Source: an optimization exercise on an open RTL-to-GDS flow (aim: small area, a short achievable clock period and few clock cycles). Production flows keep margins and buffers that such runs may drop.
Only simulation tests tie the RTL to the original design; equivalence was not proved.

==> flow/design.v (excerpt) <==
module cic_seed (
    input  wire        clk,
    input  wire        rst,           
    input  wire        start,         
    input  wire [31:0] image_size,    
    output reg         ready,
    output reg         done,          
    output wire [31:0] seed,
    output wire [31:0] crc,
    output reg         img_req,
    output reg  [8:0]  img_addr,      
    input  wire        img_gnt,
    input  wire        img_rvalid,
    input  wire [63:0] img_rdata
);
Size: ~760 cells after synthesis, about 57 flip-flops, about 180 I/O pins, about 7300 µm² of cells after synthesis.
export LEC_CHECK = 0
export CAP_MARGIN = 20
export CORE_MARGIN = 2
export CORE_UTILIZATION = 40
export SLEW_MARGIN = 20
create_clock -name core_clock -period 5.0 [get_ports {clk}]
standard.sh (not shown) runs the stock make flow with config.mk's settings and CLKGATE_MAP_FILE= SYNTH_SCRIPT=/design/flow/synth_recipe.tcl, a recipe that flattens the netlist after the stock synthesis.
==> flow/flow/run.sh <==
#!/bin/bash
# Own flow: the standard layout (standard.sh, unchanged ORFS steps and
# synthesis) with these changes:
#  - ORFS's scripts are copied to ./scripts and ABC's speed script replaced by
#    flow/abc.script (plain delay-oriented mapping without ABC's blanket
#    buffering and upsizing; the placer's repair sizes the critical cells);
#  - three-input XOR/XNOR cells are added to the don't-use list;
#  - the ports get a plain buffer cell;
#  - any extra ORFS variables listed in flow/vars.txt.
# Each tool's output goes to the ORFS logs under orfs/logs; make's own output
# goes to standard_make.log here.
set -euo pipefail
rm -rf scripts
cp -r "$FLOW_HOME/scripts" scripts
cp flow/abc.script scripts/abc_speed.script
PLATFORM_DONT_USE=$(sed -n '/^export DONT_USE_CELLS += /,/^$/p' "$FLOW_HOME/platforms/sky130hd/config.mk" \
    | sed 's/export DONT_USE_CELLS += //; s/\\//g' | tr -s ' \n' ' ')
EXTRA_DONT_USE="sky130_fd_sc_hd__xnor3_1 sky130_fd_sc_hd__xnor3_2 sky130_fd_sc_hd__xnor3_4 sky130_fd_sc_hd__xor3_1 sky130_fd_sc_hd__xor3_2 sky130_fd_sc_hd__xor3_4"
VARS=()
if [[ -f flow/vars.txt ]]; then
    while read -r line; do [[ -n "$line" ]] && VARS+=("$line"); done < flow/vars.txt
fi
bash standard.sh "SCRIPTS_DIR=$PWD/scripts" \
    "DONT_USE_CELLS=$PLATFORM_DONT_USE $EXTRA_DONT_USE" \
    "BUFFER_PORTS_ARGS=-buffer_cell sky130_fd_sc_hd__buf_2" \
    "${VARS[@]}" finish > standard_make.log 2>&1
==> flow/flow/abc.script <==
&get -n
&st
&dch
&nf
&st
&syn2
&if -g -K 6
&synch2
&nf
&st
&syn2
&if -g -K 6
&synch2
&nf
&st
&syn2
&if -g -K 6
&synch2
&nf
&st
&syn2
&if -g -K 6
&synch2
&nf
&st
&syn2
&if -g -K 6
&synch2
&nf
&put
buffer -c
topo
stime -c
upsize -c
dnsize -c
==> flow/flow/vars.txt <==
CORE_UTILIZATION=60
PLACE_DENSITY=0.7
SETUP_SLACK_MARGIN=2.0
BUFFER_PORTS_ARGS=-buffer_cell sky130_fd_sc_hd__buf_1
CTS_BUF_LIST=sky130_fd_sc_hd__clkbuf_4
Testbench counts at the start, summed over its fixed seeds: cycles 32,456.
Next try:
--- a/flow/flow/vars.txt
+++ b/flow/flow/vars.txt
@@ -1,2 +1,2 @@
-CORE_UTILIZATION=60
-PLACE_DENSITY=0.7
+CORE_UTILIZATION=70
+PLACE_DENSITY=0.75
Effect:
- utilization grows by 11 points
- routed wire length shrinks by a few percent
- count of clock-buffer cells in the layout does not change
- die area shrinks by roughly a tenth
- setup slack gets better by 14 ps
- via count grows by a few percent
- cell count shrinks slightly
- sequential cell count does not change
- synthesized area is unchanged
Next try:
==> flow/flow/abc.script (replaced) <==
&get -n
&st
&dch
&nf
&put
==> flow/flow/vars.txt (replaced) <==
CORE_UTILIZATION=60
PLACE_DENSITY=0.7
SETUP_SLACK_MARGIN=2.4
BUFFER_PORTS_ARGS=-buffer_cell sky130_fd_sc_hd__buf_1
CTS_BUF_LIST=sky130_fd_sc_hd__clkbuf_4
Clock-buffer cell count climbs by 2.
Hold slack gets better by 50 ps.
Die area grows by 6.4%.
Core utilization climbs by 12 points.
Via count goes up by 14%.
Routed wire length came out higher by 28%.
Maximum frequency grows by 1.4%.
Global-route usage came out higher by 1.1 points.
First-iteration DRC count went up by 35%.
Final area increases by 22%.
Next try:
==> flow/flow/abc.script (replaced) <==
&get -n
&st
&dch
&nf
&st
&syn2
&if -g -K 6
&synch2
&nf
&st
&syn2
&if -g -K 6
&synch2
&nf
&st
&syn2
&if -g -K 6
&synch2
&nf
&st
&syn2
&if -g -K 6
&synch2
&nf
&st
&syn2
&if -g -K 6
&synch2
&nf
&put
buffer -c
topo
stime -c
upsize -c
dnsize -c
==> flow/flow/vars.txt (replaced) <==
CORE_UTILIZATION=70
PLACE_DENSITY=0.75
SETUP_SLACK_MARGIN=2.1
BUFFER_PORTS_ARGS=-buffer_cell sky130_fd_sc_hd__buf_1
CTS_BUF_LIST=sky130_fd_sc_hd__clkbuf_4
What happened: Flip-flop and latch count stays the same. Via count went down by 12%. Wire length went down by 21%. Synthesized area went up by 9.4%. Count of clock-buffer cells in the layout went down by 2. Clock skew hardly moves.
Next try:
--- a/flow/flow/run.sh
+++ b/flow/flow/run.sh
@@ -9 +9,3 @@
-#  - any extra ORFS variables listed in flow/vars.txt.
+#  - the ORFS variables listed in flow/vars.txt, and for the steps from global
+#    routing on, those in flow/vars_late.txt (a larger setup margin for the
+#    last timing repair, to cover what detailed routing adds).
@@ -11 +13 @@
-# goes to standard_make.log here.
+# goes to standard_make.log and standard_make_late.log here.
@@ -20,7 +22,7 @@
-if [[ -f flow/vars.txt ]]; then
-    while read -r line; do [[ -n "$line" ]] && VARS+=("$line"); done < flow/vars.txt
-fi
-bash standard.sh "SCRIPTS_DIR=$PWD/scripts" \
-    "DONT_USE_CELLS=$PLATFORM_DONT_USE $EXTRA_DONT_USE" \
-    "BUFFER_PORTS_ARGS=-buffer_cell sky130_fd_sc_hd__buf_2" \
-    "${VARS[@]}" finish > standard_make.log 2>&1
+while read -r line; do [[ -n "$line" ]] && VARS+=("$line"); done < flow/vars.txt
+LATE=("${VARS[@]}")
+while read -r line; do [[ -n "$line" ]] && LATE+=("$line"); done < flow/vars_late.txt
+COMMON=("SCRIPTS_DIR=$PWD/scripts" "DONT_USE_CELLS=$PLATFORM_DONT_USE $EXTRA_DONT_USE"
+        "BUFFER_PORTS_ARGS=-buffer_cell sky130_fd_sc_hd__buf_1")
+bash standard.sh "${COMMON[@]}" "${VARS[@]}" cts > standard_make.log 2>&1
+bash standard.sh "${COMMON[@]}" "${LATE[@]}" finish > standard_make_late.log 2>&1
==> flow/flow/vars.txt (replaced) <==
CORE_UTILIZATION=65
PLACE_DENSITY=0.72
SETUP_SLACK_MARGIN=2.0
CTS_BUF_LIST=sky130_fd_sc_hd__clkbuf_4 sky130_fd_sc_hd__clkbuf_8
==> flow/flow/vars_late.txt (new file) <==
SETUP_SLACK_MARGIN=2.1
Effect: Clock-buffer cell count climbs by 2. Setup slack improved by 20 ps. Die area is higher by 7.4%. Area after synthesis does not change. Fmax is higher by 0.69%. Register-to-register slack is better by 80 ps. Critical path depth does not change. Non-clock buffer count rises by 2. Sequential share of layout area decreases by 0.53 points.
Next try:
--- a/flow/flow/run.sh
+++ b/flow/flow/run.sh
@@ -9,3 +9 @@
-#  - the ORFS variables listed in flow/vars.txt, and for the steps from global
-#    routing on, those in flow/vars_late.txt (a larger setup margin for the
-#    last timing repair, to cover what detailed routing adds).
+#  - any extra ORFS variables listed in flow/vars.txt.
@@ -13 +11 @@
-# goes to standard_make.log and standard_make_late.log here.
+# goes to standard_make.log here.
@@ -22,7 +20,7 @@
-while read -r line; do [[ -n "$line" ]] && VARS+=("$line"); done < flow/vars.txt
-LATE=("${VARS[@]}")
-while read -r line; do [[ -n "$line" ]] && LATE+=("$line"); done < flow/vars_late.txt
-COMMON=("SCRIPTS_DIR=$PWD/scripts" "DONT_USE_CELLS=$PLATFORM_DONT_USE $EXTRA_DONT_USE"
-        "BUFFER_PORTS_ARGS=-buffer_cell sky130_fd_sc_hd__buf_1")
-bash standard.sh "${COMMON[@]}" "${VARS[@]}" cts > standard_make.log 2>&1
-bash standard.sh "${COMMON[@]}" "${LATE[@]}" finish > standard_make_late.log 2>&1
+if [[ -f flow/vars.txt ]]; then
+    while read -r line; do [[ -n "$line" ]] && VARS+=("$line"); done < flow/vars.txt
+fi
+bash standard.sh "SCRIPTS_DIR=$PWD/scripts" \
+    "DONT_USE_CELLS=$PLATFORM_DONT_USE $EXTRA_DONT_USE" \
+    "BUFFER_PORTS_ARGS=-buffer_cell sky130_fd_sc_hd__buf_2" \
+    "${VARS[@]}" finish > standard_make.log 2>&1
==> flow/flow/vars.txt (replaced) <==
CORE_UTILIZATION=70
PLACE_DENSITY=0.75
SETUP_SLACK_MARGIN=1.9
BUFFER_PORTS_ARGS=-buffer_cell sky130_fd_sc_hd__buf_1
CTS_BUF_LIST=sky130_fd_sc_hd__clkbuf_4
removed: flow/flow/vars_late.txt
Result: The changed run went through all stages and came out clean. Critical path depth stays the same. Final cell count is lower by 1.1%. Via count is higher by 1.9%. Worst setup slack got worse by 120 ps. Wire length is about the same.


Starting RTL as in the previous note.
==> flow/config.mk <==
export PLATFORM = sky130hd
export DESIGN_NAME = cic_seed
export DESIGN_NICKNAME = cic_seed
export VERILOG_FILES = /design/flow/design.v
export SDC_FILE = /design/flow/constraint.sdc
export NUM_CORES = 4
export LEC_CHECK = 0
export CAP_MARGIN = 20
export CORE_MARGIN = 2
export CORE_UTILIZATION = 40
export SLEW_MARGIN = 20
==> flow/constraint.sdc <==
create_clock -name core_clock -period 5.0 [get_ports {clk}]
set_input_delay 1.0000 -clock core_clock [delete_from_list [all_inputs] [get_ports {clk}]]
set_output_delay 1.0000 -clock core_clock [all_outputs]
set_load 0.01 [all_outputs]
==> flow/flow/run.sh <==
#!/bin/bash
# Own flow: the standard layout (standard.sh, unchanged ORFS steps and
# synthesis) with these changes:
#  - ORFS's scripts are copied to ./scripts and ABC's speed script replaced by
#    flow/abc.script (plain delay-oriented mapping without ABC's blanket
#    buffering and upsizing; the placer's repair sizes the critical cells);
#  - three-input XOR/XNOR cells are added to the don't-use list;
#  - the ports get a plain buffer cell;
#  - any extra ORFS variables listed in flow/vars.txt.
# Each tool's output goes to the ORFS logs under orfs/logs; make's own output
# goes to standard_make.log here.
set -euo pipefail
rm -rf scripts
cp -r "$FLOW_HOME/scripts" scripts
cp flow/abc.script scripts/abc_speed.script
PLATFORM_DONT_USE=$(sed -n '/^export DONT_USE_CELLS += /,/^$/p' "$FLOW_HOME/platforms/sky130hd/config.mk" \
    | sed 's/export DONT_USE_CELLS += //; s/\\//g' | tr -s ' \n' ' ')
EXTRA_DONT_USE="sky130_fd_sc_hd__xnor3_1 sky130_fd_sc_hd__xnor3_2 sky130_fd_sc_hd__xnor3_4 sky130_fd_sc_hd__xor3_1 sky130_fd_sc_hd__xor3_2 sky130_fd_sc_hd__xor3_4"
VARS=()
if [[ -f flow/vars.txt ]]; then
    while read -r line; do [[ -n "$line" ]] && VARS+=("$line"); done < flow/vars.txt
fi
bash standard.sh "SCRIPTS_DIR=$PWD/scripts" \
    "DONT_USE_CELLS=$PLATFORM_DONT_USE $EXTRA_DONT_USE" \
    "BUFFER_PORTS_ARGS=-buffer_cell sky130_fd_sc_hd__buf_2" \
    "${VARS[@]}" finish > standard_make.log 2>&1
==> flow/flow/abc.script <==
&get -n
&st
&dch
&nf
&st
&syn2
&if -g -K 6
&synch2
&nf
&st
&syn2
&if -g -K 6
&synch2
&nf
&st
&syn2
&if -g -K 6
&synch2
&nf
&st
&syn2
&if -g -K 6
&synch2
&nf
&st
&syn2
&if -g -K 6
&synch2
&nf
&put
buffer -c
topo
stime -c
upsize -c
dnsize -c
==> flow/flow/vars.txt <==
CORE_UTILIZATION=65
PLACE_DENSITY=0.72
SETUP_SLACK_MARGIN=2.1
BUFFER_PORTS_ARGS=-buffer_cell sky130_fd_sc_hd__buf_1
CTS_BUF_LIST=sky130_fd_sc_hd__clkbuf_4 sky130_fd_sc_hd__clkbuf_8
Testbench counts at the start, summed over its fixed seeds: cycles 32,456.
Rerun with:
==> flow/flow/abc.script (replaced) <==
&get -n
&st
&dch
&nf
&put
==> flow/flow/vars.txt (replaced) <==
CORE_UTILIZATION=60
PLACE_DENSITY=0.7
SETUP_SLACK_MARGIN=2.0
BUFFER_PORTS_ARGS=-buffer_cell sky130_fd_sc_hd__buf_1
CTS_BUF_LIST=sky130_fd_sc_hd__clkbuf_4 sky130_fd_sc_hd__clkbuf_8
The changed run completed without violations.
Worst hold slack gets better by 11 ps.
Setup slack gets worse by 110 ps.
Area after synthesis falls by a little under a tenth.
Cell area is lower by a few percent.
Fmax shrinks by a few percent.
Register-to-register slack degrades by 160 ps.
Sequential cell count is unchanged.
Die area falls slightly.
Rerun with:
==> flow/flow/vars.txt (replaced) <==
CORE_UTILIZATION=60
PLACE_DENSITY=0.7
SETUP_SLACK_MARGIN=2.2
BUFFER_PORTS_ARGS=-buffer_cell sky130_fd_sc_hd__buf_1
CTS_BUF_LIST=sky130_fd_sc_hd__clkbuf_4
What happened:
- fmax increases by a few percent
- cell count increases slightly
- hold slack gains 9.0 ps
- routed wire length increases by a few percent
- design area increases by a few percent
- global-route usage increases by 0.65 points

[re-timing with driven ports]
How much do the figures lean on ideal ports? The routed layouts below were timed once more, with nothing changed but the port constraints.
Step 1: set_driving_cell puts a clkbuf_16 on clk and a buf_2 on each other input, an assumption about the parent block.
Step 2, shift: input delay + t, output delay - t, t = (earliest + latest rising clock arrival at the registers) / 2. This alone moves slack from input paths to output paths.
Three values: ideal ports, drivers, drivers and shift; two values: the first two.
run	t (ns)	setup WS [ns]	worst slew at a driven data input, ns
the first run of note 1	0.439	2.037 / 2.051 / 1.613	0.05
the second run of note 1	0.446	2.051 / 2.051 / 1.644	0.05
the third run of note 1	0.475	2.091 / 2.105 / 1.630	0.05
the fourth run of note 1	0.451	2.083 / 2.087 / 1.636	0.05
the fifth run of note 1	0.379	2.103 / 2.114 / 1.736	0.05
the sixth run of note 1	0.446	1.983 / 1.983 / 1.551	0.05
the first run of note 2	0.375	2.081 / 2.094 / 1.719	0.04
the second run of note 2	0.373	1.970 / 1.974 / 1.601	0.04
the third run of note 2	0.442	2.075 / 2.075 / 1.718	0.06
After both steps every run listed still meets setup and hold. For the third run of note 1, which loses most, drivers alone change the setup slack by +0.014 ns; drivers and shift together by -0.461 ns.
